This design comes from an exercise in tuning for small area, a short achievable clock period and few clock cycles per item on the open sky130 flow, not from production work. Function was checked by simulation only, so behaviour that the tests miss may differ from the original.

==> flow/design.v, too long to show whole: its modules and the start of the top module <==
// module sstv_tone_alu: 3102 lines
module sstv_tone_alu (
    input  wire        clk,
    input  wire        rst,
    input  wire        in_valid,
    output wire        in_ready,
    input  wire [1:0]  in_op,
    input  wire [31:0] in_a,
    input  wire [37:0] in_b,
    output wire        out_valid,
    input  wire        out_ready,
    output wire [31:0] out_res,
    output wire [37:0] out_n
);
  // ...
==> flow/flow/run.sh <==
#!/bin/bash
# Standard layout, with three changes:
# - between synthesis and floorplan, flow/fapol.py picks the polarity of each
#   full-adder cell so that fewer inverters sit between full adders (a full
#   adder is self-dual); registers and every other cell are left as the
#   standard synthesis made them;
# - timing repair aims for 12.8 ns of setup slack at the design's 18 ns clock
#   (the constraints themselves are unchanged);
# - the port buffers are plain buffers (sky130_fd_sc_hd__buf_1) instead of
#   delay buffers.
set -euo pipefail
R=orfs/results/${FLOW_PLATFORM}/sstv_tone_alu/base
bash standard.sh synth > synth.log 2>&1
cp "$R/1_2_yosys.v" "$R/1_2_yosys.std.v"
python3 flow/fapol.py "$R/1_2_yosys.std.v" "$R/1_2_yosys.v" > fapol.log 2>&1
rm -f "$R/1_synth.odb" "$R/1_synth.sdc"
export SETUP_SLACK_MARGIN=12.8
export BUFFER_PORTS_ARGS="-buffer_cell sky130_fd_sc_hd__buf_1"
bash standard.sh > layout.log 2>&1
==> flow/flow/fapol.py <==
#!/usr/bin/env python3
"""Remove inverters between full adders of a flat sky130hd Yosys netlist.

A full adder is self-dual: FA(~a, ~b, ~c) = (~sum, ~cout).  This script
chooses, for every full-adder cell, whether it computes its signals in true
or complemented form, so that as few inverters as possible are needed, and
rewrites the netlist.  Registers, ports and every other cell are untouched;
the function at every register input and output port is unchanged.

usage: fapol.py IN.v OUT.v
"""
import re
import sys
import collections

src = open(sys.argv[1]).read()

cell_re = re.compile(r'^(\s*)(sky130_fd_sc_hd__\w+)\s+(\S+)\s*\((.*?)\);\n', re.S | re.M)
pin_re = re.compile(r'\.(\w+)\(([^()]*)\)')
OUTP = {'X', 'Y', 'SUM', 'COUT', 'Q', 'Q_N', 'HI', 'LO'}

cells = []
for m in cell_re.finditer(src):
    typ, name, body = m.group(2), m.group(3), m.group(4)
    pins = [(p, n.strip()) for p, n in pin_re.findall(body)]
    cells.append({'type': typ, 'name': name, 'pins': pins, 'span': m.span()})

# module ports
hdr = re.search(r'module\s+\w+\s*\((.*?)\);', src, re.S)
outputs = set()
for m in re.finditer(r'^\s*output\s+(\[\d+:\d+\]\s*)?(\S+)\s*;', src, re.M):
    rng, nm = m.group(1), m.group(2)
    if rng:
        hi, lo = map(int, re.findall(r'\d+', rng))
        for i in range(lo, hi + 1):
            outputs.add(f'{nm}[{i}]')
    else:
        outputs.add(nm)


def esc(n):
    return n + ' ' if n.startswith('\\') else n


def is_inv(c):
    return re.match(r'sky130_fd_sc_hd__(inv|clkinv)_\d+$', c['type']) is not None


def is_fa(c):
    return re.match(r'sky130_fd_sc_hd__fa_\d+$', c['type']) is not None


driver = {}
loads = collections.defaultdict(list)   # net -> [(cell index, pin)]
for ci, c in enumerate(cells):
    for p, n in c['pins']:
        if p in OUTP:
            driver[n] = (ci, p)
        else:
            loads[n].append((ci, p))


def norm(n):
    # "\b_q[23] " style names keep their form; outputs listed as out_res[3]
    return n


# signal classes: follow inverter chains back to a root net
root = {}
par = {}


def find(n):
    if n in root:
        return root[n], par[n]
    d = driver.get(n)
    if d is not None and is_inv(cells[d[0]]):
        a = dict(cells[d[0]]['pins'])['A']
        r, p = find(a)
        root[n], par[n] = r, p ^ 1
    else:
        root[n], par[n] = n, 0
    return root[n], par[n]


allnets = set(driver) | set(loads)
for n in allnets:
    find(n)

# consumers of each class: (kind, cell index or net, pin, required parity w.r.t. root)
cons = collections.defaultdict(list)
for n in allnets:
    r, p = root[n], par[n]
    for ci, pin in loads[n]:
        if is_inv(cells[ci]):
            continue
        cons[r].append((ci, pin, p))
    if n in outputs or ('\\' + n) in outputs or n.replace('\\', '').strip() in outputs:
        cons[r].append((None, n, p))

fa_idx = [ci for ci, c in enumerate(cells) if is_fa(c)]
x = {ci: 0 for ci in fa_idx}
drv_fa = {}
for r in cons:
    d = driver.get(r)
    if d is not None and is_fa(cells[d[0]]):
        drv_fa[r] = d[0]


def need(r):
    f = drv_fa.get(r)
    base = x[f] if f is not None else 0
    for ci, pin, p in cons[r]:
        q = p ^ base ^ (x[ci] if ci is not None and ci in x else 0)
        if q:
            return 1
    return 0


# classes touched by flipping each FA
touch = collections.defaultdict(set)
for r in cons:
    if r in drv_fa:
        touch[drv_fa[r]].add(r)
    for ci, pin, p in cons[r]:
        if ci is not None and ci in x:
            touch[ci].add(r)

before = sum(need(r) for r in cons)
improved = True
rounds = 0
while improved and rounds < 50:
    improved = False
    rounds += 1
    for f in fa_idx:
        cs = touch[f]
        old = sum(need(r) for r in cs)
        x[f] ^= 1
        new = sum(need(r) for r in cs)
        if new < old:
            improved = True
        else:
            x[f] ^= 1
after = sum(need(r) for r in cons)
print(f'inverted classes: {before} -> {after} ({rounds} rounds)', file=sys.stderr)

# ----------------------------------------------------------------------
# rebuild: every class r has a true net (its root name) and, if needed,
# a complement net driven by one inverter.
# ----------------------------------------------------------------------
newcells = []      # (type, name, pins)
compl_name = {}
inv_names = [cells[ci]['name'] for ci, c in enumerate(cells) if is_inv(c)]
inv_types = {}
extra = 0
new_wires = []


def cname(r):
    global extra
    if r not in compl_name:
        extra += 1
        nm = f'_fapol_{extra}_'
        compl_name[r] = nm
        new_wires.append(nm)
    return compl_name[r]


# net that carries (root value ^ q) as seen physically: for a flipped driver
# the driver pin produces root ^ 1
def phys(r, q):
    """name of a net carrying value(root) ^ q"""
    f = drv_fa.get(r)
    flipped = x[f] if f is not None else 0
    # the driver output net carries root ^ flipped.  keep root name on the
    # driver output; if flipped, the name r carries ~value.
    if q == flipped:
        return r
    return cname(r)


pin_map = {}   # (ci, pin) -> new net
for r in cons:
    for ci, pin, p in cons[r]:
        if ci is None:
            continue
        q = p ^ (x[ci] if ci in x else 0)
        pin_map[(ci, pin)] = phys(r, q)

# output ports: they must carry their original value; port net name n
# equals some class member; if the physical net differs, drive the port
# through a buffer-free rename is impossible, so insert an inverter or keep.
port_fix = []
for r in cons:
    for ci, pin, p in cons[r]:
        if ci is None:
            n = pin
            want = phys(r, p)
            if want != n:
                port_fix.append((n, want))

# inverters needed: for each class with a complement net, one inverter
# from the driver net to the complement net
inv_needed = []
for r, nm in compl_name.items():
    inv_needed.append((r, nm))

# now emit: drop all old inverters, re-pin other cells
out = []
last = 0
n_inv = 0
for ci, c in enumerate(cells):
    s, e = c['span']
    out.append(src[last:s])
    last = e
    if is_inv(c):
        continue
    pins = []
    for p, n in c['pins']:
        if p in OUTP:
            pins.append((p, n))
        else:
            pins.append((p, pin_map.get((ci, p), n)))
    ind = re.match(r'\s*', src[s:e]).group(0)
    body = ',\n'.join(f'    .{p}({esc(n)})' for p, n in pins)
    out.append(f'{ind}{c["type"]} {c["name"]} (\n{body}\n  );\n')
tail = src[last:]
# complement nets and their inverters
decl = ''.join(f'  wire {w};\n' for w in new_wires)
invs = ''
k = 0
for r, nm in inv_needed:
    k += 1
    invs += f'  sky130_fd_sc_hd__inv_1 _fapol_inv_{k}_ (\n    .A({esc(r)}),\n    .Y({esc(nm)})\n  );\n'
# ports driven by a complement: the port net name must stay; an output port
# that now would need the other polarity gets an inverter from the class net
for n, want in port_fix:
    raise SystemExit(f'port {n} needs rewiring: not handled')
body = ''.join(out)
m = re.search(r'\n(\s*)wire ', body)
body = body[:m.start() + 1] + decl + body[m.start() + 1:]
body = body + ''
tail = tail.replace('endmodule', invs + 'endmodule', 1)
open(sys.argv[2], 'w').write(body + tail)
print(f'inverters: {len(inv_names)} -> {k}', file=sys.stderr)
==> flow/standard.sh <==
#!/bin/bash
# synth_recipe.tcl (not shown) runs the flow's synth.tcl, then flattens the netlist and writes it again
# the make line also repeats each setting of config.mk as NAME=value (left out here)
make -C /OpenROAD-flow-scripts/flow DESIGN_CONFIG=/design/flow/config.mk WORK_HOME=/design/flow/orfs CLKGATE_MAP_FILE= SYNTH_SCRIPT=/design/flow/synth_recipe.tcl "${@:-finish}"
==> flow/config.mk <==
export PLATFORM = sky130hd
export DESIGN_NAME = sstv_tone_alu
export DESIGN_NICKNAME = sstv_tone_alu
export VERILOG_FILES = /design/flow/design.v
export SDC_FILE = /design/flow/constraint.sdc
export NUM_CORES = 4
export LEC_CHECK = 0
export CAP_MARGIN = 20
export CORE_MARGIN = 2
export CORE_UTILIZATION = 60
export CTS_BUF_LIST = sky130_fd_sc_hd__clkbuf_4 sky130_fd_sc_hd__clkbuf_8
export PLACE_DENSITY = 0.75
export SLEW_MARGIN = 20
==> flow/constraint.sdc <==
create_clock -name core_clock -period 18.0 [get_ports {clk}]
set_input_delay 3.6000 -clock core_clock [delete_from_list [all_inputs] [get_ports {clk}]]
set_output_delay 3.6000 -clock core_clock [all_outputs]
set_load 0.01 [all_outputs]
==> flow_metrics.tcl, run 1 <==
set metrics [dict create \
    skew_ps 61.10 \
    layout-drive-gt1-share_pct 12.05 \
    clkCellAreaFrac_pct 4.170 \
    cp_top_family "adder cells" \
    row_count 96 \
    cts.reportedPaths.clkPinSlew_ps 60 \
    reg2reg_depth 18 \
    path_buf_inv 3 \
    grtUsageMet3_pct 11.76 \
    buffers 275 \
    cts_max_level 3 \
    status "complete, no violations" \
    mostFrequentLayoutCells "fa_1, edfxtp_1, inv_1" \
    critPathLaunch "m2n[33]" \
    final_cell_count_no_fill 4784 \
    place.gp.congestion 1.049 \
    nNetsFinal 4589 \
    inverters 313 \
    cts_tree "yes" \
    max_freq_ghz 0.1773 \
    nFlopsAndLatches 544 \
    clkbuf_count 134 \
    path_class "reg2reg" \
    period_needed_ps 5639 \
    rsz0062_at_grt "true" \
]
Testbench counts, summed over its fixed seeds: cycles 5,616, items 4,312.
==> run 2, diff against run 1 <==
--- a/flow/design.v
+++ b/flow/design.v
@@ -12,17 +12,17 @@
     output wire [37:0] out_n
 );
     reg        v0;
     reg        pix0;        
     reg        scale0;      
     reg        sel_y, sel_ry, sel_by;    
     reg [31:0] a_q;
     reg [37:0] b_q;
-    reg [3:0]  cnt;
+    reg [4:0]  cnt;
     reg        acc_on;      
     reg        rdy_q;       
     reg [7:0]  bd;          
     reg        v1;
     reg        pix1;
     reg        scale1;
     reg        early1;      
     reg        blend1;
@@ -42,23 +42,23 @@
     reg [14:0] ml3;
     reg        vo;
     reg [31:0] res_o;
     reg [37:0] n_o;
     reg        vk;
     reg [31:0] res_k;
     reg [37:0] n_k;
     wire adv   = ~vk;
-    wire last  = scale0 ? (cnt == 4'd3 | (cnt == 4'd2 & b_q[15:8] == 8'd0)) : (cnt == 4'd15);
+    wire last  = scale0 ? (cnt == 5'd3 | (cnt == 5'd2 & b_q[15:8] == 8'd0)) : (cnt == 5'd16);
     wire ld    = adv & rdy_q;        
     wire it    = adv & ~rdy_q;       
     wire vk_n   = (~vo | out_ready) ? 1'b0 : (adv & v3) ? 1'b1 : vk;
     wire v0_n   = ld ? in_valid : v0;
     wire pix0_n = ld ? in_pix : pix0;
-    wire last_n = ld ? 1'b0 : it ? (scale0 ? (cnt == 4'd2 | (cnt == 4'd1 & b_q[23:16] == 8'd0)) : (cnt == 4'd14)) : last;
+    wire last_n = ld ? 1'b0 : it ? (scale0 ? (cnt == 5'd2 | (cnt == 5'd1 & b_q[23:16] == 8'd0)) : (cnt == 5'd15)) : last;
     wire rdy_n  = ~vk_n & (~v0_n | pix0_n | last_n);
     assign in_ready  = rdy_q;
     assign out_valid = vo;
     assign out_res   = res_o;
     assign out_n     = n_o;
     wire in_pix = ~(in_op[0] ^ in_op[1]);
     wire pixs = pix0;
     wire [31:0] acc_a = ns1[39:8] & {32{acc_on}};
@@ -1007,29 +1007,526 @@
     wire at561 = at410 ^ at485 ^ at484;
     wire at562 = (at410 & at485) | (at484 & (at410 ^ at485));
     wire at563 = at412 ^ at487 ^ at486;
     wire at564 = (at412 & at487) | (at486 & (at412 ^ at487));
     wire at565 = tp331 ^ at488;
     wire at566 = tp331 & at488;
     wire [39:0] ta = {at566, at565, at563, at561, at559, at557, at555, at553, at551, at549, at547, at545, at543, at541, at539, at537, at535, at533, at531, at529, at527, at525, at523, at521, at519, at517, at515, at513, at511, at509, at507, at505, at503, at501, at499, at497, at495, at493, at491, at413};
     wire [39:0] tb = {1'b0, at564, at562, at560, at558, at556, at554, at552, at550, at548, at546, at544, at542, at540, at538, at536, at534, at532, at530, at528, at526, at524, at522, at520, at518, at516, at514, at512, at510, at508, at506, at504, at502, at500, at498, at496, at494, at492, at490, at489};
-    wire [15:0] dw = b_q[15:0];
-    wire [15:0] r0 = b_q[31:16];       
-    wire [31:0] q0 = a_q;
-    wire [16:0] t0 = {r0, q0[31]};
-    wire [16:0] d0 = t0 - {1'b0, dw};
-    wire        g0 = t0[16] | ~d0[16];
-    wire [15:0] r1 = g0 ? d0[15:0] : t0[15:0];
-    wire [31:0] q1 = {q0[30:0], g0};
-    wire [16:0] t1 = {r1, q1[31]};
-    wire [16:0] d1 = t1 - {1'b0, dw};
-    wire        g1 = t1[16] | ~d1[16];
-    wire [15:0] r2 = g1 ? d1[15:0] : t1[15:0];
-    wire [31:0] q2 = {q1[30:0], g1};
+    wire [15:0] dw  = b_q[15:0];
+    wire [17:0] w3  = h1[17:0];
+    wire [17:0] dx  = {b_q[31:16], a_q[31:30]};      
+    wire [17:0] nw1 = ~{2'b0, dw};
+    wire [17:0] nw2 = ~{1'b0, dw, 1'b0};
+    wire [17:0] nw3 = ~w3;
+    wire dv1p0 = dx[0] ^ nw1[0];
+    wire dv1g0 = (dx[0] & nw1[0]) | (dv1p0 & 1'b1);
+    wire dv1p1 = dx[1] ^ nw1[1];
+    wire dv1g1 = dx[1] & nw1[1];
+    wire dv1p2 = dx[2] ^ nw1[2];
+    wire dv1g2 = dx[2] & nw1[2];
+    wire dv1p3 = dx[3] ^ nw1[3];
+    wire dv1g3 = dx[3] & nw1[3];
+    wire dv1p4 = dx[4] ^ nw1[4];
+    wire dv1g4 = dx[4] & nw1[4];
+    wire dv1p5 = dx[5] ^ nw1[5];
+    wire dv1g5 = dx[5] & nw1[5];
+    wire dv1p6 = dx[6] ^ nw1[6];
+    wire dv1g6 = dx[6] & nw1[6];
+    wire dv1p7 = dx[7] ^ nw1[7];
+    wire dv1g7 = dx[7] & nw1[7];
+    wire dv1p8 = dx[8] ^ nw1[8];
+    wire dv1g8 = dx[8] & nw1[8];
+    wire dv1p9 = dx[9] ^ nw1[9];
+    wire dv1g9 = dx[9] & nw1[9];
+    wire dv1p10 = dx[10] ^ nw1[10];
+    wire dv1g10 = dx[10] & nw1[10];
+    wire dv1p11 = dx[11] ^ nw1[11];
+    wire dv1g11 = dx[11] & nw1[11];
+    wire dv1p12 = dx[12] ^ nw1[12];
+    wire dv1g12 = dx[12] & nw1[12];
+    wire dv1p13 = dx[13] ^ nw1[13];
+    wire dv1g13 = dx[13] & nw1[13];
+    wire dv1p14 = dx[14] ^ nw1[14];
+    wire dv1g14 = dx[14] & nw1[14];
+    wire dv1p15 = dx[15] ^ nw1[15];
+    wire dv1g15 = dx[15] & nw1[15];
+    wire dv1p16 = dx[16] ^ nw1[16];
+    wire dv1g16 = dx[16] & nw1[16];
+    wire dv1p17 = dx[17] ^ nw1[17];
+    wire dv1g17 = dx[17] & nw1[17];
+    wire dv1G1 = dv1g1 | (dv1p1 & dv1g0);
+    wire dv1P1 = dv1p1 & dv1p0;
+    wire dv1G2 = dv1g3 | (dv1p3 & dv1g2);
+    wire dv1P2 = dv1p3 & dv1p2;
+    wire dv1G3 = dv1g5 | (dv1p5 & dv1g4);
+    wire dv1P3 = dv1p5 & dv1p4;
+    wire dv1G4 = dv1g7 | (dv1p7 & dv1g6);
+    wire dv1P4 = dv1p7 & dv1p6;
+    wire dv1G5 = dv1g9 | (dv1p9 & dv1g8);
+    wire dv1P5 = dv1p9 & dv1p8;
+    wire dv1G6 = dv1g11 | (dv1p11 & dv1g10);
+    wire dv1P6 = dv1p11 & dv1p10;
+    wire dv1G7 = dv1g13 | (dv1p13 & dv1g12);
+    wire dv1P7 = dv1p13 & dv1p12;
+    wire dv1G8 = dv1g15 | (dv1p15 & dv1g14);
+    wire dv1P8 = dv1p15 & dv1p14;
+    wire dv1G9 = dv1g17 | (dv1p17 & dv1g16);
+    wire dv1P9 = dv1p17 & dv1p16;
+    wire dv1G10 = dv1g2 | (dv1p2 & dv1G1);
+    wire dv1P10 = dv1p2 & dv1P1;
+    wire dv1G11 = dv1G2 | (dv1P2 & dv1G1);
+    wire dv1P11 = dv1P2 & dv1P1;
+    wire dv1G12 = dv1g6 | (dv1p6 & dv1G3);
+    wire dv1P12 = dv1p6 & dv1P3;
+    wire dv1G13 = dv1G4 | (dv1P4 & dv1G3);
+    wire dv1P13 = dv1P4 & dv1P3;
+    wire dv1G14 = dv1g10 | (dv1p10 & dv1G5);
+    wire dv1P14 = dv1p10 & dv1P5;
+    wire dv1G15 = dv1G6 | (dv1P6 & dv1G5);
+    wire dv1P15 = dv1P6 & dv1P5;
+    wire dv1G16 = dv1g14 | (dv1p14 & dv1G7);
+    wire dv1P16 = dv1p14 & dv1P7;
+    wire dv1G17 = dv1G8 | (dv1P8 & dv1G7);
+    wire dv1P17 = dv1P8 & dv1P7;
+    wire dv1G18 = dv1g4 | (dv1p4 & dv1G11);
+    wire dv1P18 = dv1p4 & dv1P11;
+    wire dv1G19 = dv1G3 | (dv1P3 & dv1G11);
+    wire dv1P19 = dv1P3 & dv1P11;
+    wire dv1G20 = dv1G12 | (dv1P12 & dv1G11);
+    wire dv1P20 = dv1P12 & dv1P11;
+    wire dv1G21 = dv1G13 | (dv1P13 & dv1G11);
+    wire dv1P21 = dv1P13 & dv1P11;
+    wire dv1G22 = dv1g12 | (dv1p12 & dv1G15);
+    wire dv1P22 = dv1p12 & dv1P15;
+    wire dv1G23 = dv1G7 | (dv1P7 & dv1G15);
+    wire dv1P23 = dv1P7 & dv1P15;
+    wire dv1G24 = dv1G16 | (dv1P16 & dv1G15);
+    wire dv1P24 = dv1P16 & dv1P15;
+    wire dv1G25 = dv1G17 | (dv1P17 & dv1G15);
+    wire dv1P25 = dv1P17 & dv1P15;
+    wire dv1G26 = dv1g8 | (dv1p8 & dv1G21);
+    wire dv1P26 = dv1p8 & dv1P21;
+    wire dv1G27 = dv1G5 | (dv1P5 & dv1G21);
+    wire dv1P27 = dv1P5 & dv1P21;
+    wire dv1G28 = dv1G14 | (dv1P14 & dv1G21);
+    wire dv1P28 = dv1P14 & dv1P21;
+    wire dv1G29 = dv1G15 | (dv1P15 & dv1G21);
+    wire dv1P29 = dv1P15 & dv1P21;
+    wire dv1G30 = dv1G22 | (dv1P22 & dv1G21);
+    wire dv1P30 = dv1P22 & dv1P21;
+    wire dv1G31 = dv1G23 | (dv1P23 & dv1G21);
+    wire dv1P31 = dv1P23 & dv1P21;
+    wire dv1G32 = dv1G24 | (dv1P24 & dv1G21);
+    wire dv1P32 = dv1P24 & dv1P21;
+    wire dv1G33 = dv1G25 | (dv1P25 & dv1G21);
+    wire dv1P33 = dv1P25 & dv1P21;
+    wire dv1G34 = dv1g16 | (dv1p16 & dv1G33);
+    wire dv1P34 = dv1p16 & dv1P33;
+    wire dv1G35 = dv1G9 | (dv1P9 & dv1G33);
+    wire dv1P35 = dv1P9 & dv1P33;
+    wire dv1s0 = dv1p0 ^ 1'b1;
+    wire dv1s1 = dv1p1 ^ dv1g0;
+    wire dv1s2 = dv1p2 ^ dv1G1;
+    wire dv1s3 = dv1p3 ^ dv1G10;
+    wire dv1s4 = dv1p4 ^ dv1G11;
+    wire dv1s5 = dv1p5 ^ dv1G18;
+    wire dv1s6 = dv1p6 ^ dv1G19;
+    wire dv1s7 = dv1p7 ^ dv1G20;
+    wire dv1s8 = dv1p8 ^ dv1G21;
+    wire dv1s9 = dv1p9 ^ dv1G26;
+    wire dv1s10 = dv1p10 ^ dv1G27;
+    wire dv1s11 = dv1p11 ^ dv1G28;
+    wire dv1s12 = dv1p12 ^ dv1G29;
+    wire dv1s13 = dv1p13 ^ dv1G30;
+    wire dv1s14 = dv1p14 ^ dv1G31;
+    wire dv1s15 = dv1p15 ^ dv1G32;
+    wire dv1s16 = dv1p16 ^ dv1G33;
+    wire dv1s17 = dv1p17 ^ dv1G34;
+    wire [15:0] ds1 = {dv1s15, dv1s14, dv1s13, dv1s12, dv1s11, dv1s10, dv1s9, dv1s8, dv1s7, dv1s6, dv1s5, dv1s4, dv1s3, dv1s2, dv1s1, dv1s0};
+    wire        dc1 = dv1G35;           
+    wire dv2p0 = dx[0] ^ nw2[0];
+    wire dv2g0 = (dx[0] & nw2[0]) | (dv2p0 & 1'b1);
+    wire dv2p1 = dx[1] ^ nw2[1];
+    wire dv2g1 = dx[1] & nw2[1];
+    wire dv2p2 = dx[2] ^ nw2[2];
+    wire dv2g2 = dx[2] & nw2[2];
+    wire dv2p3 = dx[3] ^ nw2[3];
+    wire dv2g3 = dx[3] & nw2[3];
+    wire dv2p4 = dx[4] ^ nw2[4];
+    wire dv2g4 = dx[4] & nw2[4];
+    wire dv2p5 = dx[5] ^ nw2[5];
+    wire dv2g5 = dx[5] & nw2[5];
+    wire dv2p6 = dx[6] ^ nw2[6];
+    wire dv2g6 = dx[6] & nw2[6];
+    wire dv2p7 = dx[7] ^ nw2[7];
+    wire dv2g7 = dx[7] & nw2[7];
+    wire dv2p8 = dx[8] ^ nw2[8];
+    wire dv2g8 = dx[8] & nw2[8];
+    wire dv2p9 = dx[9] ^ nw2[9];
+    wire dv2g9 = dx[9] & nw2[9];
+    wire dv2p10 = dx[10] ^ nw2[10];
+    wire dv2g10 = dx[10] & nw2[10];
+    wire dv2p11 = dx[11] ^ nw2[11];
+    wire dv2g11 = dx[11] & nw2[11];
+    wire dv2p12 = dx[12] ^ nw2[12];
+    wire dv2g12 = dx[12] & nw2[12];
+    wire dv2p13 = dx[13] ^ nw2[13];
+    wire dv2g13 = dx[13] & nw2[13];
+    wire dv2p14 = dx[14] ^ nw2[14];
+    wire dv2g14 = dx[14] & nw2[14];
+    wire dv2p15 = dx[15] ^ nw2[15];
+    wire dv2g15 = dx[15] & nw2[15];
+    wire dv2p16 = dx[16] ^ nw2[16];
+    wire dv2g16 = dx[16] & nw2[16];
+    wire dv2p17 = dx[17] ^ nw2[17];
+    wire dv2g17 = dx[17] & nw2[17];
+    wire dv2G1 = dv2g1 | (dv2p1 & dv2g0);
+    wire dv2P1 = dv2p1 & dv2p0;
+    wire dv2G2 = dv2g3 | (dv2p3 & dv2g2);
+    wire dv2P2 = dv2p3 & dv2p2;
+    wire dv2G3 = dv2g5 | (dv2p5 & dv2g4);
+    wire dv2P3 = dv2p5 & dv2p4;
+    wire dv2G4 = dv2g7 | (dv2p7 & dv2g6);
+    wire dv2P4 = dv2p7 & dv2p6;
+    wire dv2G5 = dv2g9 | (dv2p9 & dv2g8);
+    wire dv2P5 = dv2p9 & dv2p8;
+    wire dv2G6 = dv2g11 | (dv2p11 & dv2g10);
+    wire dv2P6 = dv2p11 & dv2p10;
+    wire dv2G7 = dv2g13 | (dv2p13 & dv2g12);
+    wire dv2P7 = dv2p13 & dv2p12;
+    wire dv2G8 = dv2g15 | (dv2p15 & dv2g14);
+    wire dv2P8 = dv2p15 & dv2p14;
+    wire dv2G9 = dv2g17 | (dv2p17 & dv2g16);
+    wire dv2P9 = dv2p17 & dv2p16;
+    wire dv2G10 = dv2g2 | (dv2p2 & dv2G1);
+    wire dv2P10 = dv2p2 & dv2P1;
+    wire dv2G11 = dv2G2 | (dv2P2 & dv2G1);
+    wire dv2P11 = dv2P2 & dv2P1;
+    wire dv2G12 = dv2g6 | (dv2p6 & dv2G3);
+    wire dv2P12 = dv2p6 & dv2P3;
+    wire dv2G13 = dv2G4 | (dv2P4 & dv2G3);
+    wire dv2P13 = dv2P4 & dv2P3;
+    wire dv2G14 = dv2g10 | (dv2p10 & dv2G5);
+    wire dv2P14 = dv2p10 & dv2P5;
+    wire dv2G15 = dv2G6 | (dv2P6 & dv2G5);
+    wire dv2P15 = dv2P6 & dv2P5;
+    wire dv2G16 = dv2g14 | (dv2p14 & dv2G7);
+    wire dv2P16 = dv2p14 & dv2P7;
+    wire dv2G17 = dv2G8 | (dv2P8 & dv2G7);
+    wire dv2P17 = dv2P8 & dv2P7;
+    wire dv2G18 = dv2g4 | (dv2p4 & dv2G11);
+    wire dv2P18 = dv2p4 & dv2P11;
+    wire dv2G19 = dv2G3 | (dv2P3 & dv2G11);
+    wire dv2P19 = dv2P3 & dv2P11;
+    wire dv2G20 = dv2G12 | (dv2P12 & dv2G11);
+    wire dv2P20 = dv2P12 & dv2P11;
+    wire dv2G21 = dv2G13 | (dv2P13 & dv2G11);
+    wire dv2P21 = dv2P13 & dv2P11;
+    wire dv2G22 = dv2g12 | (dv2p12 & dv2G15);
+    wire dv2P22 = dv2p12 & dv2P15;
+    wire dv2G23 = dv2G7 | (dv2P7 & dv2G15);
+    wire dv2P23 = dv2P7 & dv2P15;
+    wire dv2G24 = dv2G16 | (dv2P16 & dv2G15);
+    wire dv2P24 = dv2P16 & dv2P15;
+    wire dv2G25 = dv2G17 | (dv2P17 & dv2G15);
+    wire dv2P25 = dv2P17 & dv2P15;
+    wire dv2G26 = dv2g8 | (dv2p8 & dv2G21);
+    wire dv2P26 = dv2p8 & dv2P21;
+    wire dv2G27 = dv2G5 | (dv2P5 & dv2G21);
+    wire dv2P27 = dv2P5 & dv2P21;
+    wire dv2G28 = dv2G14 | (dv2P14 & dv2G21);
+    wire dv2P28 = dv2P14 & dv2P21;
+    wire dv2G29 = dv2G15 | (dv2P15 & dv2G21);
+    wire dv2P29 = dv2P15 & dv2P21;
+    wire dv2G30 = dv2G22 | (dv2P22 & dv2G21);
+    wire dv2P30 = dv2P22 & dv2P21;
+    wire dv2G31 = dv2G23 | (dv2P23 & dv2G21);
+    wire dv2P31 = dv2P23 & dv2P21;
+    wire dv2G32 = dv2G24 | (dv2P24 & dv2G21);
+    wire dv2P32 = dv2P24 & dv2P21;
+    wire dv2G33 = dv2G25 | (dv2P25 & dv2G21);
+    wire dv2P33 = dv2P25 & dv2P21;
+    wire dv2G34 = dv2g16 | (dv2p16 & dv2G33);
+    wire dv2P34 = dv2p16 & dv2P33;
+    wire dv2G35 = dv2G9 | (dv2P9 & dv2G33);
+    wire dv2P35 = dv2P9 & dv2P33;
+    wire dv2s0 = dv2p0 ^ 1'b1;
+    wire dv2s1 = dv2p1 ^ dv2g0;
+    wire dv2s2 = dv2p2 ^ dv2G1;
+    wire dv2s3 = dv2p3 ^ dv2G10;
+    wire dv2s4 = dv2p4 ^ dv2G11;
+    wire dv2s5 = dv2p5 ^ dv2G18;
+    wire dv2s6 = dv2p6 ^ dv2G19;
+    wire dv2s7 = dv2p7 ^ dv2G20;
+    wire dv2s8 = dv2p8 ^ dv2G21;
+    wire dv2s9 = dv2p9 ^ dv2G26;
+    wire dv2s10 = dv2p10 ^ dv2G27;
+    wire dv2s11 = dv2p11 ^ dv2G28;
+    wire dv2s12 = dv2p12 ^ dv2G29;
+    wire dv2s13 = dv2p13 ^ dv2G30;
+    wire dv2s14 = dv2p14 ^ dv2G31;
+    wire dv2s15 = dv2p15 ^ dv2G32;
+    wire dv2s16 = dv2p16 ^ dv2G33;
+    wire dv2s17 = dv2p17 ^ dv2G34;
+    wire [15:0] ds2 = {dv2s15, dv2s14, dv2s13, dv2s12, dv2s11, dv2s10, dv2s9, dv2s8, dv2s7, dv2s6, dv2s5, dv2s4, dv2s3, dv2s2, dv2s1, dv2s0};
+    wire        dc2 = dv2G35;           
+    wire dv3p0 = dx[0] ^ nw3[0];
+    wire dv3g0 = (dx[0] & nw3[0]) | (dv3p0 & 1'b1);
+    wire dv3p1 = dx[1] ^ nw3[1];
+    wire dv3g1 = dx[1] & nw3[1];
+    wire dv3p2 = dx[2] ^ nw3[2];
+    wire dv3g2 = dx[2] & nw3[2];
+    wire dv3p3 = dx[3] ^ nw3[3];
+    wire dv3g3 = dx[3] & nw3[3];
+    wire dv3p4 = dx[4] ^ nw3[4];
+    wire dv3g4 = dx[4] & nw3[4];
+    wire dv3p5 = dx[5] ^ nw3[5];
+    wire dv3g5 = dx[5] & nw3[5];
+    wire dv3p6 = dx[6] ^ nw3[6];
+    wire dv3g6 = dx[6] & nw3[6];
+    wire dv3p7 = dx[7] ^ nw3[7];
+    wire dv3g7 = dx[7] & nw3[7];
+    wire dv3p8 = dx[8] ^ nw3[8];
+    wire dv3g8 = dx[8] & nw3[8];
+    wire dv3p9 = dx[9] ^ nw3[9];
+    wire dv3g9 = dx[9] & nw3[9];
+    wire dv3p10 = dx[10] ^ nw3[10];
+    wire dv3g10 = dx[10] & nw3[10];
+    wire dv3p11 = dx[11] ^ nw3[11];
+    wire dv3g11 = dx[11] & nw3[11];
+    wire dv3p12 = dx[12] ^ nw3[12];
+    wire dv3g12 = dx[12] & nw3[12];
+    wire dv3p13 = dx[13] ^ nw3[13];
+    wire dv3g13 = dx[13] & nw3[13];
+    wire dv3p14 = dx[14] ^ nw3[14];
+    wire dv3g14 = dx[14] & nw3[14];
+    wire dv3p15 = dx[15] ^ nw3[15];
+    wire dv3g15 = dx[15] & nw3[15];
+    wire dv3p16 = dx[16] ^ nw3[16];
+    wire dv3g16 = dx[16] & nw3[16];
+    wire dv3p17 = dx[17] ^ nw3[17];
+    wire dv3g17 = dx[17] & nw3[17];
+    wire dv3G1 = dv3g1 | (dv3p1 & dv3g0);
+    wire dv3P1 = dv3p1 & dv3p0;
+    wire dv3G2 = dv3g3 | (dv3p3 & dv3g2);
+    wire dv3P2 = dv3p3 & dv3p2;
+    wire dv3G3 = dv3g5 | (dv3p5 & dv3g4);
+    wire dv3P3 = dv3p5 & dv3p4;
+    wire dv3G4 = dv3g7 | (dv3p7 & dv3g6);
+    wire dv3P4 = dv3p7 & dv3p6;
+    wire dv3G5 = dv3g9 | (dv3p9 & dv3g8);
+    wire dv3P5 = dv3p9 & dv3p8;
+    wire dv3G6 = dv3g11 | (dv3p11 & dv3g10);
+    wire dv3P6 = dv3p11 & dv3p10;
+    wire dv3G7 = dv3g13 | (dv3p13 & dv3g12);
+    wire dv3P7 = dv3p13 & dv3p12;
+    wire dv3G8 = dv3g15 | (dv3p15 & dv3g14);
+    wire dv3P8 = dv3p15 & dv3p14;
+    wire dv3G9 = dv3g17 | (dv3p17 & dv3g16);
+    wire dv3P9 = dv3p17 & dv3p16;
+    wire dv3G10 = dv3g2 | (dv3p2 & dv3G1);
+    wire dv3P10 = dv3p2 & dv3P1;
+    wire dv3G11 = dv3G2 | (dv3P2 & dv3G1);
+    wire dv3P11 = dv3P2 & dv3P1;
+    wire dv3G12 = dv3g6 | (dv3p6 & dv3G3);
+    wire dv3P12 = dv3p6 & dv3P3;
+    wire dv3G13 = dv3G4 | (dv3P4 & dv3G3);
+    wire dv3P13 = dv3P4 & dv3P3;
+    wire dv3G14 = dv3g10 | (dv3p10 & dv3G5);
+    wire dv3P14 = dv3p10 & dv3P5;
+    wire dv3G15 = dv3G6 | (dv3P6 & dv3G5);
+    wire dv3P15 = dv3P6 & dv3P5;
+    wire dv3G16 = dv3g14 | (dv3p14 & dv3G7);
+    wire dv3P16 = dv3p14 & dv3P7;
+    wire dv3G17 = dv3G8 | (dv3P8 & dv3G7);
+    wire dv3P17 = dv3P8 & dv3P7;
+    wire dv3G18 = dv3g4 | (dv3p4 & dv3G11);
+    wire dv3P18 = dv3p4 & dv3P11;
+    wire dv3G19 = dv3G3 | (dv3P3 & dv3G11);
+    wire dv3P19 = dv3P3 & dv3P11;
+    wire dv3G20 = dv3G12 | (dv3P12 & dv3G11);
+    wire dv3P20 = dv3P12 & dv3P11;
+    wire dv3G21 = dv3G13 | (dv3P13 & dv3G11);
+    wire dv3P21 = dv3P13 & dv3P11;
+    wire dv3G22 = dv3g12 | (dv3p12 & dv3G15);
+    wire dv3P22 = dv3p12 & dv3P15;
+    wire dv3G23 = dv3G7 | (dv3P7 & dv3G15);
+    wire dv3P23 = dv3P7 & dv3P15;
+    wire dv3G24 = dv3G16 | (dv3P16 & dv3G15);
+    wire dv3P24 = dv3P16 & dv3P15;
+    wire dv3G25 = dv3G17 | (dv3P17 & dv3G15);
+    wire dv3P25 = dv3P17 & dv3P15;
+    wire dv3G26 = dv3g8 | (dv3p8 & dv3G21);
+    wire dv3P26 = dv3p8 & dv3P21;
+    wire dv3G27 = dv3G5 | (dv3P5 & dv3G21);
+    wire dv3P27 = dv3P5 & dv3P21;
+    wire dv3G28 = dv3G14 | (dv3P14 & dv3G21);
+    wire dv3P28 = dv3P14 & dv3P21;
+    wire dv3G29 = dv3G15 | (dv3P15 & dv3G21);
+    wire dv3P29 = dv3P15 & dv3P21;
+    wire dv3G30 = dv3G22 | (dv3P22 & dv3G21);
+    wire dv3P30 = dv3P22 & dv3P21;
+    wire dv3G31 = dv3G23 | (dv3P23 & dv3G21);
+    wire dv3P31 = dv3P23 & dv3P21;
+    wire dv3G32 = dv3G24 | (dv3P24 & dv3G21);
+    wire dv3P32 = dv3P24 & dv3P21;
+    wire dv3G33 = dv3G25 | (dv3P25 & dv3G21);
+    wire dv3P33 = dv3P25 & dv3P21;
+    wire dv3G34 = dv3g16 | (dv3p16 & dv3G33);
+    wire dv3P34 = dv3p16 & dv3P33;
+    wire dv3G35 = dv3G9 | (dv3P9 & dv3G33);
+    wire dv3P35 = dv3P9 & dv3P33;
+    wire dv3s0 = dv3p0 ^ 1'b1;
+    wire dv3s1 = dv3p1 ^ dv3g0;
+    wire dv3s2 = dv3p2 ^ dv3G1;
+    wire dv3s3 = dv3p3 ^ dv3G10;
+    wire dv3s4 = dv3p4 ^ dv3G11;
+    wire dv3s5 = dv3p5 ^ dv3G18;
+    wire dv3s6 = dv3p6 ^ dv3G19;
+    wire dv3s7 = dv3p7 ^ dv3G20;
+    wire dv3s8 = dv3p8 ^ dv3G21;
+    wire dv3s9 = dv3p9 ^ dv3G26;
+    wire dv3s10 = dv3p10 ^ dv3G27;
+    wire dv3s11 = dv3p11 ^ dv3G28;
+    wire dv3s12 = dv3p12 ^ dv3G29;
+    wire dv3s13 = dv3p13 ^ dv3G30;
+    wire dv3s14 = dv3p14 ^ dv3G31;
+    wire dv3s15 = dv3p15 ^ dv3G32;
+    wire dv3s16 = dv3p16 ^ dv3G33;
+    wire dv3s17 = dv3p17 ^ dv3G34;
+    wire [15:0] ds3 = {dv3s15, dv3s14, dv3s13, dv3s12, dv3s11, dv3s10, dv3s9, dv3s8, dv3s7, dv3s6, dv3s5, dv3s4, dv3s3, dv3s2, dv3s1, dv3s0};
+    wire        dc3 = dv3G35;           
+    wire w3ap0 = 1'b0 ^ dw[0];
+    wire w3ag0 = 1'b0 & dw[0];
+    wire w3ap1 = dw[0] ^ dw[1];
+    wire w3ag1 = dw[0] & dw[1];
+    wire w3ap2 = dw[1] ^ dw[2];
+    wire w3ag2 = dw[1] & dw[2];
+    wire w3ap3 = dw[2] ^ dw[3];
+    wire w3ag3 = dw[2] & dw[3];
+    wire w3ap4 = dw[3] ^ dw[4];
+    wire w3ag4 = dw[3] & dw[4];
+    wire w3ap5 = dw[4] ^ dw[5];
+    wire w3ag5 = dw[4] & dw[5];
+    wire w3ap6 = dw[5] ^ dw[6];
+    wire w3ag6 = dw[5] & dw[6];
+    wire w3ap7 = dw[6] ^ dw[7];
+    wire w3ag7 = dw[6] & dw[7];
+    wire w3ap8 = dw[7] ^ dw[8];
+    wire w3ag8 = dw[7] & dw[8];
+    wire w3ap9 = dw[8] ^ dw[9];
+    wire w3ag9 = dw[8] & dw[9];
+    wire w3ap10 = dw[9] ^ dw[10];
+    wire w3ag10 = dw[9] & dw[10];
+    wire w3ap11 = dw[10] ^ dw[11];
+    wire w3ag11 = dw[10] & dw[11];
+    wire w3ap12 = dw[11] ^ dw[12];
+    wire w3ag12 = dw[11] & dw[12];
+    wire w3ap13 = dw[12] ^ dw[13];
+    wire w3ag13 = dw[12] & dw[13];
+    wire w3ap14 = dw[13] ^ dw[14];
+    wire w3ag14 = dw[13] & dw[14];
+    wire w3ap15 = dw[14] ^ dw[15];
+    wire w3ag15 = dw[14] & dw[15];
+    wire w3ap16 = dw[15] ^ 1'b0;
+    wire w3ag16 = dw[15] & 1'b0;
+    wire w3ap17 = 1'b0 ^ 1'b0;
+    wire w3ag17 = 1'b0 & 1'b0;
+    wire w3aG1 = w3ag1 | (w3ap1 & w3ag0);
+    wire w3aP1 = w3ap1 & w3ap0;
+    wire w3aG2 = w3ag3 | (w3ap3 & w3ag2);
+    wire w3aP2 = w3ap3 & w3ap2;
+    wire w3aG3 = w3ag5 | (w3ap5 & w3ag4);
+    wire w3aP3 = w3ap5 & w3ap4;
+    wire w3aG4 = w3ag7 | (w3ap7 & w3ag6);
+    wire w3aP4 = w3ap7 & w3ap6;
+    wire w3aG5 = w3ag9 | (w3ap9 & w3ag8);
+    wire w3aP5 = w3ap9 & w3ap8;
+    wire w3aG6 = w3ag11 | (w3ap11 & w3ag10);
+    wire w3aP6 = w3ap11 & w3ap10;
+    wire w3aG7 = w3ag13 | (w3ap13 & w3ag12);
+    wire w3aP7 = w3ap13 & w3ap12;
+    wire w3aG8 = w3ag15 | (w3ap15 & w3ag14);
+    wire w3aP8 = w3ap15 & w3ap14;
+    wire w3aG9 = w3ag17 | (w3ap17 & w3ag16);
+    wire w3aP9 = w3ap17 & w3ap16;
+    wire w3aG10 = w3ag2 | (w3ap2 & w3aG1);
+    wire w3aP10 = w3ap2 & w3aP1;
+    wire w3aG11 = w3aG2 | (w3aP2 & w3aG1);
+    wire w3aP11 = w3aP2 & w3aP1;
+    wire w3aG12 = w3ag6 | (w3ap6 & w3aG3);
+    wire w3aP12 = w3ap6 & w3aP3;
+    wire w3aG13 = w3aG4 | (w3aP4 & w3aG3);
+    wire w3aP13 = w3aP4 & w3aP3;
+    wire w3aG14 = w3ag10 | (w3ap10 & w3aG5);
+    wire w3aP14 = w3ap10 & w3aP5;
+    wire w3aG15 = w3aG6 | (w3aP6 & w3aG5);
+    wire w3aP15 = w3aP6 & w3aP5;
+    wire w3aG16 = w3ag14 | (w3ap14 & w3aG7);
+    wire w3aP16 = w3ap14 & w3aP7;
+    wire w3aG17 = w3aG8 | (w3aP8 & w3aG7);
+    wire w3aP17 = w3aP8 & w3aP7;
+    wire w3aG18 = w3ag4 | (w3ap4 & w3aG11);
+    wire w3aP18 = w3ap4 & w3aP11;
+    wire w3aG19 = w3aG3 | (w3aP3 & w3aG11);
+    wire w3aP19 = w3aP3 & w3aP11;
+    wire w3aG20 = w3aG12 | (w3aP12 & w3aG11);
+    wire w3aP20 = w3aP12 & w3aP11;
+    wire w3aG21 = w3aG13 | (w3aP13 & w3aG11);
+    wire w3aP21 = w3aP13 & w3aP11;
+    wire w3aG22 = w3ag12 | (w3ap12 & w3aG15);
+    wire w3aP22 = w3ap12 & w3aP15;
+    wire w3aG23 = w3aG7 | (w3aP7 & w3aG15);
+    wire w3aP23 = w3aP7 & w3aP15;
+    wire w3aG24 = w3aG16 | (w3aP16 & w3aG15);
+    wire w3aP24 = w3aP16 & w3aP15;
+    wire w3aG25 = w3aG17 | (w3aP17 & w3aG15);
+    wire w3aP25 = w3aP17 & w3aP15;
+    wire w3aG26 = w3ag8 | (w3ap8 & w3aG21);
+    wire w3aP26 = w3ap8 & w3aP21;
+    wire w3aG27 = w3aG5 | (w3aP5 & w3aG21);
+    wire w3aP27 = w3aP5 & w3aP21;
+    wire w3aG28 = w3aG14 | (w3aP14 & w3aG21);
+    wire w3aP28 = w3aP14 & w3aP21;
+    wire w3aG29 = w3aG15 | (w3aP15 & w3aG21);
+    wire w3aP29 = w3aP15 & w3aP21;
+    wire w3aG30 = w3aG22 | (w3aP22 & w3aG21);
+    wire w3aP30 = w3aP22 & w3aP21;
+    wire w3aG31 = w3aG23 | (w3aP23 & w3aG21);
+    wire w3aP31 = w3aP23 & w3aP21;
+    wire w3aG32 = w3aG24 | (w3aP24 & w3aG21);
+    wire w3aP32 = w3aP24 & w3aP21;
+    wire w3aG33 = w3aG25 | (w3aP25 & w3aG21);
+    wire w3aP33 = w3aP25 & w3aP21;
+    wire w3aG34 = w3ag16 | (w3ap16 & w3aG33);
+    wire w3aP34 = w3ap16 & w3aP33;
+    wire w3aG35 = w3aG9 | (w3aP9 & w3aG33);
+    wire w3aP35 = w3aP9 & w3aP33;
+    wire w3as1 = w3ap1 ^ w3ag0;
+    wire w3as2 = w3ap2 ^ w3aG1;
+    wire w3as3 = w3ap3 ^ w3aG10;
+    wire w3as4 = w3ap4 ^ w3aG11;
+    wire w3as5 = w3ap5 ^ w3aG18;
+    wire w3as6 = w3ap6 ^ w3aG19;
+    wire w3as7 = w3ap7 ^ w3aG20;
+    wire w3as8 = w3ap8 ^ w3aG21;
+    wire w3as9 = w3ap9 ^ w3aG26;
+    wire w3as10 = w3ap10 ^ w3aG27;
+    wire w3as11 = w3ap11 ^ w3aG28;
+    wire w3as12 = w3ap12 ^ w3aG29;
+    wire w3as13 = w3ap13 ^ w3aG30;
+    wire w3as14 = w3ap14 ^ w3aG31;
+    wire w3as15 = w3ap15 ^ w3aG32;
+    wire w3as16 = w3ap16 ^ w3aG33;
+    wire w3as17 = w3ap17 ^ w3aG34;
+    wire [17:0] w3n = {w3as17, w3as16, w3as15, w3as14, w3as13, w3as12, w3as11, w3as10, w3as9, w3as8, w3as7, w3as6, w3as5, w3as4, w3as3, w3as2, w3as1, w3ap0};
+    wire [15:0] dr  = dc3 ? ds3 : dc2 ? ds2 : dc1 ? ds1 : dx[15:0];
+    wire [31:0] dq  = {a_q[29:0], dc2, dc3 | (dc1 & ~dc2)};
     wire nap0 = ns1[0] ^ nc1[0];
     wire nag0 = ns1[0] & nc1[0];
     wire nap1 = ns1[1] ^ nc1[1];
     wire nag1 = ns1[1] & nc1[1];
     wire nap2 = ns1[2] ^ nc1[2];
     wire nag2 = ns1[2] & nc1[2];
     wire nap3 = ns1[3] ^ nc1[3];
     wire nag3 = ns1[3] & nc1[3];
@@ -3057,34 +3554,36 @@
                 pix0   <= in_pix;
                 scale0 <= in_op == 2'd1;
                 sel_ry <= in_pix & ~in_a[25] &  in_a[24];
                 sel_by <= in_pix &  in_a[25] & ~in_a[24];
                 sel_y  <= in_pix & ~(in_a[25] ^ in_a[24]);
                 bd     <= in_b[7:0] & {8{in_op == 2'd1}};
                 a_q    <= in_a;
                 b_q    <= {in_b[37:32], in_b[31:16] & {16{in_op != 2'd2}}, in_b[15:0]};
-                cnt    <= 4'd0;
+                cnt    <= 5'd0;
             end else begin
-                cnt <= cnt + 4'd1;
+                cnt <= cnt + 5'd1;
                 bd <= b_q[15:8] & {8{scale0}};
                 if (scale0) begin
                     b_q[31:0] <= {lo, b_q[31:8]};
                 end else begin
-                    a_q <= q2;
-                    b_q[31:16] <= r2;
+                    if (cnt != 5'd0) begin
+                        a_q <= dq;
+                        b_q[31:16] <= dr;
+                    end
                 end
             end
             pix1   <= pix0;
             scale1 <= scale0;
-            early1 <= cnt != 4'd3;
+            early1 <= cnt != 5'd3;
             blend1 <= a_q[26];
             ns1    <= ta;
             nc1    <= tb;
-            h1     <= pix0 ? b_q : scale0 ? {30'd0, lo} : {6'd0, q2};
+            h1     <= pix0 ? b_q : scale0 ? {30'd0, lo} : last ? {6'd0, dq} : (cnt == 5'd0) ? {20'd0, w3n} : h1;
             pix2 <= pix1;
             n2   <= n_b;
             m2   <= m_b;
             m2n  <= ~m_b;
             pix3   <= pix2;
             clamp3 <= clamp;
             n3     <= n2;
             q3     <= q0p;
==> flow_metrics.tcl, run 2 <==
set metrics [dict create \
    status "complete, no violations" \
    r2r-start "m2n[33]" \
    yosys_warnings 1 \
    final_common_cell "fa_1" \
    die-area_um2 74360 \
    skew_ps 77.48 \
    dr_total_vias 32698 \
    pre_cts_slack_ps 12300 \
    nNetsFinal 4743 \
    synth.avg_cell_area_um2 11.69 \
    placed_cells 4684 \
    hold_end "pix3" \
    grt_pass1_wl_um 223900 \
    period_share_pct 29.64 \
    hold_viol 0 \
    reg2reg_depth 18 \
    setup_viol 0 \
    cap_violations 0 \
    top_register "ns1" \
    syn_to_final_growth_pct 10.10 \
    path_class "reg2reg" \
    overflow 0 \
    row_count 98 \
    nFillCells 5383 \
    syn_inst 3706 \
    largest_register_ffs 40 \
    setup_slack_ps 12660 \
    drt_iter0_markers 4298 \
    layout-drive-gt1-share_pct 11.29 \
    relSlewSlack_pct 17.61 \
    min_path_cells 0 \
    cts.reportedPaths.clkPinSlew_ps 60 \
    mostFrequentLayoutCells "fa_1, edfxtp_1, inv_1" \
    core_um2 71490 \
    rsz0062_at_grt "true" \
    vias_per_cell 6.666 \
    dieWidth_um 272.7 \
    setup.worst_path.start_class "register" \
    setup_tns_ps 0 \
    cts-buffers-inserted 92 \
    clk_path_buf_depth 3 \
    ant_nets 0 \
    firstDrtPassIters 7 \
    worstSkewPairLatency_ps 790 \
    place_hpwl_um 116600 \
    period_needed_ps 5336 \
    antenna_found_initial 2 \
    required_ps 18480 \
    cts_max_level 3 \
    syn-num-nets 4571 \
    min_from "pix2" \
    final_cell_count_no_fill 4905 \
    place.gp.congestion 1.101 \
    cts_tree "yes" \
    crit_fanout 4 \
    reg.largest.list "ns1 x40, m2 x39, nc1 x39" \
    initial_core_util_pct 60.59 \
    grt_pass1_vias 33347 \
    port_buffers 147 \
    io_pins 148 \
    grt_use_total_pct 42.16 \
    maxSlewViolCount 0 \
    whs_ps 386.6 \
    syn_area_um2 43320 \
    crit_path_end_kind "register" \
    ctsRootBufferMaster "clkbuf_8" \
    max_freq_ghz 0.1874 \
    drc_errors 0 \
    timing.rr.end "q3[26]" \
    worstMarginPinSlew_ps 1223 \
    drt-wirelength-per-cell_um 31.54 \
    rrSetupSlack_ps 12660 \
    totalWireLength_um 154700 \
    die_y_um 272.7 \
    worstPathArrival_ps 5820 \
    hold_class "reg2reg" \
    clock-sinks 545 \
    grt_start_max_net_pins 186 \
]
==> run 2: cell types whose count changed in the layout (fill, tap and decap cells not counted), moves of 13 or more <==
cell | previous run | this run
nand2_1 | 275 | 230
ha_1 | 231 | 271
o22ai_1 | 36 | 9
a21oi_1 | 166 | 189
xnor2_1 | 80 | 100
a22oi_1 | 43 | 60
inv_1 | 307 | 323
a21o_1 | 50 | 64
fa_1 | 493 | 507
or2_2 | 6 | 19
xor2_1 | 35 | 48
==> run 2: through the flow <==
stage	utilization, %	area [um^2]
3_3_place_gp	62.92	44980
3_5_place_dp	62.92	44980
6_report	66.71	47690
2_1_floorplan	-	43360
4_1_cts	66.26	47370
5_1_grt	66.70	47680
==> run 2: cell type report <==
type                    count  area [um^2]  share of cell area [%]
diodes                      3        7.507                 0.01574
clock buffers             132         1654                   3.468
clock inverters            36        369.1                  0.7740
inverters                 330         1250                   2.621
multi-input cells        2638        26070                   54.67
flip-flops and latches    545        15600                   32.72
well taps                 950         1189                   2.492
repair buffers            271         1548                   3.245
==> run 2: critical path: stages, from the launching register on <==
cell and delay (ps):
edfxtp_1 490, buf_4 190, buf_4 140, fa_2 530, inv_1 60, ha_1 290
inv_1 70, fa_1 430, fa_1 570, fa_1 480, ha_1 310, inv_1 40
and4bb_2 340, o21ai_4 90, o41ai_4 330, a21o_1 220, a41o_1 280, nor3_4 70
nand2b_1 160
==> run 2: how the worst max path moves through the flow <==
| stage | from | end | slack (ps) | depth (start not counted) |
|---|---|---|---|---|
| finish | m2n[33] | q3[26] | 12660 | 18 |
| global route | m2n[34] | q3[26] | 12450 | 16 |
| CTS | m2n[35] | q3[25] | 12690 | 16 |
| detailed placement | m2n[32] | q3[25] | 12300 | 16 |
| global placement | m2n[32] | q3[25] | 12390 | 16 |
| floorplan | vk | res_o[17] | 12640 | 5 |
==> run 2: routing by layer <==
metal | part of all wire, % | global-route usage (%)
met1 | 36 | 53.65
met2 | 45 | 64.28
met3 | 11 | 11.08
met4 | 7.8 | 27.28
met5 | 0.011 | 0
==> run 2: what timing repair did <==
action | CTS | global route
cloned | 1 | 0
hold endpoints to repair | 0 | 0
pin swaps | 23 | 12
resized for setup | 26 | 25
buffers inserted | 23 | 26
hold buffers | 0 | 0
setup endpoints to repair | 72 | 73
Testbench counts of run 2, summed over its fixed seeds: cycles 5,680, items 4,312.

[afterwards: timing with drivers on the ports]
In the flow no input, the clock included, has a driving cell. The finished layouts below were timed again as built, in two steps.
Step 1: set_driving_cell puts a clkbuf_16 on clk and a buf_2 on each other input, an assumption about the parent block.
Step 2 adds t to the input delays and takes it off the output delays; t is the mean of the earliest and latest rising clock arrival at the registers after step 1. Input paths then give back, and output paths get back, about the clock's delay inside the block.
Three values: ideal ports, drivers, drivers and shift; two values: the first two.
| run | shift t [ns] | setup slack, ns | pins driven straight from the clock port |
|---|---|---|---|
| run 1 | 0.788 | 12.361 / 12.361 / 12.361 | 1 |
| run 2 | 0.811 | 12.664 / 12.664 / 12.656 | 1 |
After both steps setup and hold are still met in every run listed. The setup slack of run 2, which loses most, moves by 0.000 ns with the drivers and by -0.008 ns with both steps.
